Source: an optimization exercise on an open RTL-to-GDS flow (aim: small area, a short achievable clock period and few clock cycles per item). Production flows keep margins and buffers that such runs may drop.
No functional check of the RTL was part of any run shown here.
Power is estimated from default activity; no workload was simulated.

## flow/run.sh

```bash
#!/bin/bash
set -euo pipefail
bash standard.sh BUFFER_PORTS_ARGS="-buffer_cell sky130_fd_sc_hd__buf_1" finish > flow_make.log 2>&1
```

## standard.sh

```bash
#!/bin/bash
# synth_recipe.tcl (not shown) runs the flow's synth.tcl, then flattens the netlist and writes it again
# the make line also repeats each setting of config.mk as NAME=value (left out here)
make -C /OpenROAD-flow-scripts/flow DESIGN_CONFIG=/design/flow/config.mk WORK_HOME=/design/flow/orfs CLKGATE_MAP_FILE= SYNTH_SCRIPT=/design/flow/synth_recipe.tcl "${@:-finish}"
```

## config.mk

```make
export PLATFORM = sky130hd
export DESIGN_NAME = idt_frame_decoder
export DESIGN_NICKNAME = idt_frame_decoder
export VERILOG_FILES = /design/flow/design.v
export SDC_FILE = /design/flow/constraint.sdc
export NUM_CORES = 4
export LEC_CHECK = 0
export CAP_MARGIN = 20
export CORE_MARGIN = 2
export CORE_UTILIZATION = 40
export CTS_BUF_LIST = sky130_fd_sc_hd__clkbuf_8
export SETUP_SLACK_MARGIN = 1.85
export SLEW_MARGIN = 20
```

## constraint.sdc

```tcl
create_clock -name core_clock -period 4.0 [get_ports {clk}]
set_input_delay 0.8000 -clock core_clock [delete_from_list [all_inputs] [get_ports {clk}]]
set_output_delay 0.8000 -clock core_clock [all_outputs]
set_load 0.01 [all_outputs]
```

## design.v

```verilog
module idt_frame_decoder (
    input  wire        clk,
    input  wire        rst,         
    input  wire        tailoff,     
    input  wire        in_valid,
    input  wire [7:0]  in_data,
    input  wire        in_last,
    output wire        in_ready,
    output reg         res_valid,
    output wire [31:0] res_info,    
    output wire [31:0] res_crc,     
    output wire [31:0] res_len,     
    output wire [31:0] res_addr,    
    output wire [8:0]  rx_track,    
    output wire [15:0] rx_cnt       
);
    localparam [2:0] C_OK = 3'd0, C_NO_DELIM = 3'd1, C_BAD_LEN = 3'd2,
                     C_BAD_CRC = 3'd3, C_BAD_COMPL = 3'd4, C_SEQ_ERR = 3'd5;
    localparam [1:0] T_NONE = 2'd0, T_HEAD = 2'd1, T_DATA = 2'd2, T_TAIL = 2'd3;
    function [15:0] crc_table;
        input [7:0] i;
        integer k;
        reg [15:0] r;
        begin
            r = {i, 8'h00};
            for (k = 0; k < 8; k = k + 1)
                r = r[15] ? ((r << 1) ^ 16'h1021) : (r << 1);
            crc_table = r;
        end
    endfunction
    function [15:0] crc_step;
        input [15:0] c;
        input [7:0]  b;
        begin
            crc_step = {c[7:0], 8'h00} ^ crc_table(c[15:8] ^ b);
        end
    endfunction
    reg         fresh;           
    reg  [10:0] q;
    reg         hd;              
    reg         da, ed;          
    reg  [7:0]  n;               
    reg         co;              
    reg  [15:0] acc;             
    reg  [7:0]  d1, d2;          
    reg  [7:0]  hl [4:11];       
    reg         crc_ok;          
    reg  [7:0]  rx_exp;
    reg         rx_inxfer;
    reg  [15:0] rx_count;
    reg         pend;
    reg  [2:0]  r_code;
    reg  [1:0]  r_type;
    assign in_ready = !pend;
    assign rx_track = {rx_inxfer, rx_exp};
    assign rx_cnt   = rx_count;
    assign res_info = {5'd0, q, n, 1'b0, r_code, 2'b00, r_type};
    assign res_crc  = {acc, d2, d1};
    assign res_len  = {hl[4], hl[5], hl[6], hl[7]};
    assign res_addr = {hl[8], hl[9], hl[10], hl[11]};
    wire       accept = in_valid && !pend;
    wire [7:0] b  = in_data;
    wire [7:0] bz = pend ? 8'h00 : in_data;    
    wire q_lo0 = (q[10:3] == 8'h00);             
    wire q_hi1 = (q[10:2] == 9'h1FF);            
    wire p1    = !fresh && q_hi1 && q[1:0] == 2'd0;
    wire p2    = !fresh && q_hi1 && q[1:0] == 2'd1;
    wire p3    = !fresh && q_hi1 && q[1:0] == 2'd2;
    wire p4    = !fresh && q_hi1 && q[1:0] == 2'd3;
    wire l_ge4 = !(q_hi1 && !(q[1] && q[0]));               
    wire l_over = q[10] && (q[9:0] != 10'd0) && !q_hi1;     
    wire l_14  = (q == 11'd9);
    wire l_5   = (q == 11'd0);
    wire l_dat = !q[10] || (q[9:0] == 10'd0);               
    wire hd_n = fresh ? (b == 8'hFE) :
                p1    ? (hd && b == 8'h00) :
                p2    ? (hd && b == 8'hFF) :
                p3    ? (hd && b == 8'h01) : hd;
    wire da_n = fresh ? (b == 8'hDA) : da;
    wire ed_n = fresh ? (b == 8'hED) : ed;
    wire [11:4] p_hl;
    assign p_hl[4] = p4;
    genvar g;
    generate
        for (g = 5; g <= 11; g = g + 1) begin : g_phl
            assign p_hl[g] = !fresh && q_lo0 && q[2:0] == (g - 5);
        end
    endgenerate
    wire is_head = hd && l_ge4;
    wire [1:0] ftype = is_head ? T_HEAD : da ? T_DATA : ed ? T_TAIL : T_NONE;
    wire len_ok  = is_head ? l_14 : da ? l_dat : ed ? l_5 : 1'b0;
    wire reach   = !l_over && len_ok;                    
    wire data_ok = rx_inxfer && (n == rx_exp);
    wire tail_ok = rx_inxfer && (tailoff ? (n == rx_exp) : (n == rx_count[7:0]));
    wire seq_ok  = is_head || (da ? data_ok : tail_ok);
    wire fld     = reach && crc_ok && (is_head || co);   
    wire upd     = fld && seq_ok;
    wire [2:0] v_code = l_over             ? C_BAD_LEN :
                        ftype == T_NONE    ? C_NO_DELIM :
                        !len_ok            ? C_BAD_LEN :
                        !crc_ok            ? C_BAD_CRC :
                        !(is_head || co)   ? C_BAD_COMPL :
                        seq_ok             ? C_OK : C_SEQ_ERR;
    wire [1:0] v_type = l_over ? T_NONE : ftype;
    wire clr_crc = pend && !reach;
    wire clr_n   = pend && !(fld && !is_head);
    wire clr_chk = pend && !(fld && da);
    wire clr_hl  = pend && !(fld && is_head);
    integer j;
    always @(posedge clk) begin
        r_code <= v_code;
        r_type <= v_type;
        crc_ok <= (acc == {d1, b});
        if (accept || clr_crc) begin
            d1 <= bz;
            d2 <= pend ? 8'h00 : d1;
        end
        if ((accept && (fresh || !in_last)) || clr_crc)
            acc <= (fresh || pend) ? 16'h0000 : crc_step(acc, d1);
        if (accept || clr_chk)
            q <= pend ? 11'd0 : fresh ? 11'd2044 : q + 11'd1;
        if ((accept && p1) || clr_n)
            n <= bz;
        for (j = 4; j <= 11; j = j + 1)
            if ((accept && p_hl[j]) || clr_hl)
                hl[j] <= bz;
        if (accept) begin
            hd <= hd_n;
            da <= da_n;
            ed <= ed_n;
            if (p2)
                co <= (b == ~n);
        end
        if (rst) begin
            fresh     <= 1'b1;
            pend      <= 1'b0;
            res_valid <= 1'b0;
            rx_exp    <= 8'd1;
            rx_inxfer <= 1'b0;
            rx_count  <= 16'd0;
        end else begin
            pend      <= accept && in_last;
            res_valid <= pend;
            if (accept)
                fresh <= in_last;
            if (pend && upd) begin
                if (is_head) begin
                    rx_exp    <= 8'd1;
                    rx_count  <= 16'd0;
                    rx_inxfer <= 1'b1;
                end else if (da) begin
                    rx_exp   <= rx_exp + 8'd1;
                    rx_count <= {rx_count[15:8] + {7'd0, rx_exp == 8'd0}, rx_exp};
                end else begin
                    rx_inxfer <= 1'b0;
                end
            end
        end
    end
endmodule
```

==> reports/results.txt, run 1 <==
status = complete, no violations
Core ar. = 16520 um^2
Site Rows = 47
WP buf/inv = 2
Layout Skew = 0.01292 ns
Post-Syn Area = 6719 um^2
Int Power = 2.544 mW
Slew Limit Fails = 0
Pleak = 3.193 nW
vias in the first global route = 5104
cell class contributing the biggest share of worst-path delay = simple AND/OR/NAND/NOR gates
RD Place Congestion = 0.8222
drt pass-1 iters = 5
DRC viols = 0
Worst IR Drop VDD = 0.2236 mV
final hold viol count = 0
Nets = 796
grt ovf = 0
CP endpoint kind = register
Gate power share = 14.9%
antenna-violating nets left = 0
antenna violations before repair = 0
clock power share = 33.5%
pin count of the biggest net entering global routing = 18
crit path DAT = 2.59 ns
Die Ht = 133.6 um
Async SR Flop Fraction = 0%
Worst Hold Class = reg2reg
Fmax = 0.4200 GHz
Via density = 5.385
RSZ-0062 raised after global routing = true
Synth Instances = 534
fillers = 1416
Area Growth Syn to Fin = 36.46%
most frequent cells in the layout = buf_1, edfxtp_1, buf_4, xor2_1, nor2_1
Worst Setup Start Kind = register
number of enable flip-flop cells after synthesis = 119
first-pass GRT wire length = 28.99 mm
min cycle time layout = 2.381 ns
multi-input combinational cell area = 2803 um^2
met1 usage = 28.89%
CP Max Fanout = 7
Die Area = 17850 um^2
clk slew on worst S/H paths = 0.09 ns
number of buffers created by CTS = 17
Sequential Power Share = 51.7%
most common cell after layout, fill and taps aside = buf_1
WS Path Type = reg2reg
Initial Util = 40.66%
I/O Buffers = 159
clock root buffer master = clkbuf_8
clk sinks = 153
# hold bufs at CTS = 0
layer with the highest usage = met2
dpl hpwl = 12.52 mm
Slew HR = 31.01%
Final period util = 59.52%
CP Cell Sequence = inv_2 > ha_4 > nor3b_4 > nand3_2 > o221ai_4 > buf_12 > nand3_4 > o21ai_4 > nand2_4
crit path from = q[1]
global-route usage over all layers = 21.50%
number of buffers on the longest clock path = 2
synthesis-stage register bit count = 153
Mapped Avg Cell Area = 12.58 um^2
initial DRC count = 516
max_cap viols = 0
worst-skew pair later-pin latency = 0.47 ns
Post-Route WL = 19.89 mm
met2 Use GR = 34.62%
CP required = 4.21 ns
share of cells above drive strength 1 = 23.89%
IO Pins = 168
switch share = 29.30%
Synth Flop Type = edfxtp_1
RR Startpoint = q[1]
setup violators final = 0
CP max stage cell = edfxtp_1
global routing usage on met3 = 4.033%
via count = 5423
wire per inst = 19.75 um
Hold Path Origin = rx_count[15]
distinct cell type count after synthesis = 56
final core utilization = 55.49%
Ant. Diodes = 0
Synth Warn # = 2
Worst Max-Slew Pin Slew = 1.033 ns
TritonCTS clock tree = built
H-tree levels = 4
Pwr Density = 392.4 nW/um^2
sequential share of the synthesized area = 63.31%
setup TNS = 0 ns
CP max stage delay = 0.45 ns
Sequential cell area = 4270 um^2
Net Sw Power = 1.054 mW
Die Wd = 133.6 um
[final cells by class]
cell class | instances | share of cell area [%]
timing repair buffer | 236 | 14.62
sequential | 153 | 46.57
inverter | 17 | 0.6960
multi-input combinational | 349 | 30.57
clock inverter | 15 | 1.992
tap | 220 | 3.002
clock buffer | 17 | 2.552
[kinds of logic (layout without fill, tap and decap cells)]
group                      count (synthesis)  in the layout  share of synthesized area [%]
xor gates and xnor gates                  64             64                          8.343
other                                      1              8                        0.05581
DFF                                      153            153                          63.31
adders and majority gates                  9              9                          1.676
buffers and inverters                     44            285                          3.184
AOI/OAI and AO/OA                         74             77                          8.715
and+or+nand+nor                          189            191                          14.71
[synthesized netlist by cell type (7+ instances only)]
| library cell | count | area [um^2] |
|---|---|---|
| a21oi_1 | 17 | 85.08 |
| a22o_1 | 11 | 96.34 |
| buf_2 | 9 | 45.04 |
| buf_4 | 10 | 75.07 |
| clkbuf_1 | 7 | 26.28 |
| dfxtp_1 | 34 | 680.7 |
| edfxtp_1 | 119 | 3573 |
| ha_1 | 9 | 112.6 |
| inv_1 | 17 | 63.81 |
| nand2_1 | 43 | 161.4 |
| nand3_1 | 27 | 135.1 |
| nor2_1 | 40 | 150.1 |
| nor2b_1 | 24 | 150.1 |
| nor4_1 | 10 | 62.56 |
| o211ai_1 | 9 | 67.56 |
| o21ai_1 | 7 | 35.03 |
| xnor2_1 | 26 | 227.7 |
| xor2_1 | 38 | 332.8 |
[worst reg2reg max path: cells and delay by family, from the launching register on]
kind            cells  cell delay (ns)
simple gates        4             0.74
compound gates      2             0.52
flops               1             0.45
buf+inv             2             0.28
fa+ha+maj           1             0.15
[path summary, 6_finish.rpt]
check	to	slack [ns]	depth (start not counted)
hold reg to reg	rx_count[15]	0.48	2
setup / recovery	q[2]	1.62	9
hold / removal	rx_count[15]	0.48	2
setup reg to reg	q[2]	1.62	9
[routing by layer]
layer,vias up,part of all wire (%)
li1,2425,-
met2,291,47
met4,0,2.8
met3,55,7.0
met5,-,0
met1,2652,43
[state kept, by name, indices dropped and copies added (netlist names), 2 cells and up]
name,flops
hl,64
acc,16
rx_count,16
q,11
d1,8
d2,8
n,8
rx_exp,8
r_code,3
r_type,2
[power by group through the flow]
| stage | logic [mW] | registers, mW | clock network [mW] |
|---|---|---|---|
| floorplan | 0.248 | 1.92 | 0 |
| global placement | 0.391 | 1.91 | 0 |
| detailed placement | 0.394 | 1.91 | 0 |
| CTS | 0.495 | 1.86 | 1.22 |
| global route | 0.576 | 1.87 | 1.29 |
| finish | 0.535 | 1.86 | 1.20 |
[metrics by stage]
stage | instance area [um^2] | hold WS (ns) | worst slack (ns) | power, mW | cells
floorplan | 6810 | 0.4690 | 1.764 | 2.168 | 541
global route | 9169 | 0.5197 | 1.511 | 3.730 | 1007
global placement | 7545 | 0.4610 | 1.165 | 2.301 | 895
CTS | 8808 | 0.4851 | 1.736 | 3.576 | 988
detailed placement | 7545 | 0.4718 | 1.032 | 2.306 | 895
finish | 9169 | 0.4783 | 1.619 | 3.598 | 1007
[what timing repair did]
action                     CTS  global route
gates cloned                 6             1
buffers inserted            55            18
gates resized for setup     79            44
setup endpoints to repair  161           147
pin swaps                   38            16
==> inputs of run 2 (changes only) <==
--- a/config.mk
+++ b/config.mk
@@ -9,5 +9,5 @@
 export CORE_MARGIN = 2
 export CORE_UTILIZATION = 40
 export CTS_BUF_LIST = sky130_fd_sc_hd__clkbuf_8
-export SETUP_SLACK_MARGIN = 1.85
+export SETUP_SLACK_MARGIN = 2.0
 export SLEW_MARGIN = 20
==> reports/results.txt, run 2 <==
wire per inst = 19.02 um (-3.7%)
worst-skew pair later-pin latency = 0.47 ns (about the same)
Worst Max-Slew Pin Slew = 0.9240 ns (-0.1088 ns)
placed cells = 896 (+0.11%)
setup violators final = 0 (unchanged)
RR Startpoint = q[1]
Ant. Diodes = 0 (unchanged)
Largest Register = hl
switch share = 29.43% (+0.13 points)
Core ar. = 16520 um^2 (unchanged)
Site Rows = 47 (unchanged)
final hold viol count = 0 (unchanged)
Initial Util = 40.66% (unchanged)
Layout Skew = 0.01328 ns (+0.0003537 ns)
Synth Flop Type = edfxtp_1
Mapped Avg Cell Area = 12.58 um^2 (unchanged)
distinct cell type count after synthesis = 56 (unchanged)
final worst setup slack = 1.613 ns (-0.005880 ns)
number of buffers on the longest clock path = 2 (unchanged)
Synth Instances = 534 (unchanged)
first-pass GRT wire length = 28.93 mm (-0.21%)
Worst Hold Class = reg2reg
grt ovf = 0 (unchanged)
Layout Cells excl Fill = 1028 (+2.1%)
min cycle time layout = 2.387 ns (+0.005880 ns)
antenna-violating nets left = 0 (unchanged)
most common cell after layout, fill and taps aside = buf_1
RD Place Congestion = 0.8278 (+0.68%)
I/O Buffers = 159 (unchanged)
RSZ-0062 raised after global routing = true
Post-Route WL = 19.55 mm (-1.7%)
Pwr Density = 372.4 nW/um^2 (-5.1%)
Die Area = 17850 um^2 (unchanged)
number of buffers created by CTS = 17 (unchanged)
setup TNS = 0 ns (unchanged)
Reg2Reg Setup Slack = 1.61 ns (about the same)
CP required = 4.21 ns (about the same)
initial DRC count = 372 (-28%)
global-route usage over all layers = 21.51% (about the same)
max FFs per register = 64 (unchanged)
Die Wd = 133.6 um (unchanged)
Gate power share = 15.9% (+1.0 points)
area leader, netlist = edfxtp_1
crit path from = q[1]
clock root buffer master = clkbuf_8
via count = 5345 (-1.4%)
Pleak = 3.378 nW (+5.8%)
max_cap viols = 0 (unchanged)
Int Power = 2.489 mW (-2.2%)
Final period util = 59.67% (+0.15 points)
final core utilization = 57.32% (+1.8 points)
Die Ht = 133.6 um (unchanged)
TritonCTS clock tree = built
most frequent cells in the layout = buf_1, edfxtp_1, buf_4, buf_6, xor2_1
crit path DAT = 2.60 ns (about the same)
number of enable flip-flop cells after synthesis = 119 (unchanged)
critical path endpoint = n[5]
dpl hpwl = 12.37 mm (-1.2%)
Async SR Flop Fraction = 0% (unchanged)
CP Max Fanout = 8 (+1)
vias in the first global route = 5079 (-0.49%)
Net Sw Power = 1.038 mW (-1.5%)
reg2reg path depth = 11 (+2)
Nets = 817 (+2.6%)
H-tree levels = 4 (unchanged)
Slew Limit Fails = 0 (unchanged)
clk slew on worst S/H paths = 0.09 ns (about the same)
Post-Syn Area = 6719 um^2 (unchanged)
Via density = 5.199 (-3.5%)
WS Path Type = reg2reg
Critical R2R Capture = n[5]
clk sinks = 153 (unchanged)
IO Pins = 168 (unchanged)
top flop regs = hl x64, acc x16, rx_count x16
Slew HR = 38.27% (+7.3 points)
Commonest cells post-synth = edfxtp_1, nand2_1, nor2_1
most frequent cell after synthesis = edfxtp_1
share of cells above drive strength 1 = 29.08% (+5.2 points)
synthesis-stage register bit count = 153 (unchanged)
DRC viols = 0 (unchanged)
sequential share of the synthesized area = 63.31% (unchanged)
Area Growth Syn to Fin = 40.97%
clock power share = 31.5% (-2.0 points)
Synth Warn # = 2 (unchanged)
Yosys top cell area share = 53.18% (unchanged)
status = complete, no violations
Setup WS pre-CTS = 1.334 ns (+0.3022 ns)
pin count of the biggest net entering global routing = 22 (+4)
CP endpoint kind = register
Sequential Power Share = 52.6% (+0.9 points)
drt pass-1 iters = 5 (unchanged)
Worst Setup Start Kind = register
Worst IR Drop VDD = 0.2041 mV (-8.7%)
fillers = 1348 (-4.8%)
antenna violations before repair = 0 (unchanged)
Fmax = 0.4190 GHz (-0.25%)
hold path depth = 2 (unchanged)
# hold bufs at CTS = 0 (unchanged)
top post-synthesis cells by area = edfxtp_1, dfxtp_1, xor2_1
## run 2: cell counts after synthesis
No cell type changed its count.
## run 2: layer usage
metal	GRT usage, %	up-vias	wire length (um)
li1	-	2468	-
met1	28.59	2642	8194
met2	35.11	205	9805
met3	4.300	30	1090
met4	7.920	0	462
met5	0	-	0
## run 2: cells by family after synthesis
group	after synthesis	share of synthesized area, %
DFF	153	63.31
AOI/OAI and AO/OA	74	8.715
adders and majority gates	9	1.676
and+or+nand+nor	189	14.71
buffers and inverters	44	3.184
other	1	0.05581
xor gates and xnor gates	64	8.343
## run 2: cell type report
class                      instances  area [um^2]  area share, %
clock inverter                    15        135.1          1.427
clock buffer                      17        234.0          2.470
timing repair buffer             257         1528          16.13
multi-input combinational        349         2959          31.24
tap                              220        275.3          2.906
sequential                       153         4273          45.11
inverter                          17        67.56         0.7133
## run 2: timing repair
action                                 CTS  global route
gates resized for setup                 95            64
buffers inserted                        69            25
endpoints found under the hold margin    0             0
pin swaps                               31            37
setup endpoints to repair              157           162
gates cloned                             4             2
## run 2: how the worst min path moves through the flow
stage	startpoint	to	slack [ns]
after floorplan	rx_inxfer	rx_inxfer	0.47
after global placement	rx_count[15]	rx_count[15]	0.46
after detailed placement	rx_count[15]	rx_count[15]	0.48
after CTS	rx_count[15]	rx_count[15]	0.50
after global routing	rx_count[15]	rx_count[15]	0.52
final	rx_count[15]	rx_count[15]	0.49
## run 2: worst max-delay path, cell delays in order (launching register included)
cell and delay (ns):
edfxtp_1 0.47, inv_2 0.12, ha_4 0.14, nor3b_4 0.22
buf_4 0.18, nand3_4 0.08, o221ai_4 0.25, buf_6 0.14
nand3_4 0.09, buf_6 0.15, nor3_4 0.20, a21oi_4 0.09
## run 2: power by group through the flow
| stage | clock, mW | combinational [mW] | sequential, mW |
|---|---|---|---|
| floorplan | 0 | 0.256 | 1.92 |
| global placement | 0 | 0.400 | 1.91 |
| detailed placement | 0 | 0.403 | 1.91 |
| CTS | 1.12 | 0.516 | 1.86 |
| global route | 1.18 | 0.605 | 1.86 |
| finish | 1.11 | 0.560 | 1.86 |
## run 2: through the flow
stage | total power [mW] | hold slack (ns) | area (um^2)
finish | 3.527 | 0.4897 | 9472
global route | 3.649 | 0.5249 | 9472
CTS | 3.493 | 0.4979 | 9027
detailed placement | 2.311 | 0.4813 | 7680
global placement | 2.306 | 0.4645 | 7680
floorplan | 2.177 | 0.4690 | 6952

-- what the ideal ports hide --
How much do the figures lean on ideal ports? The routed layouts below were timed once more, with nothing changed but the port constraints. Step 1 assumes that a clkbuf_16 drives the clock port and a buf_2 every other input. Step 2 also shifts input and output timing later by t, the mid clock arrival at the registers, as if the neighbouring blocks saw the same clock. Three values: no drivers, after step 1, after step 2; two values: the first two.
| run | t, ns | setup slack, ns | worst setup path at the end | worst data-port slew with drivers (ns) |
|---|---|---|---|---|
| run 1 | 0.506 | 1.619 / 1.619 / 1.404 | input to register | 0.04 |
| run 2 | 0.502 | 1.613 / 1.613 / 1.457 | input to register | 0.05 |
After both steps every run listed still meets setup and hold. For run 1, which loses most, drivers alone change the setup slack by 0.000 ns; drivers and shift together by -0.215 ns.
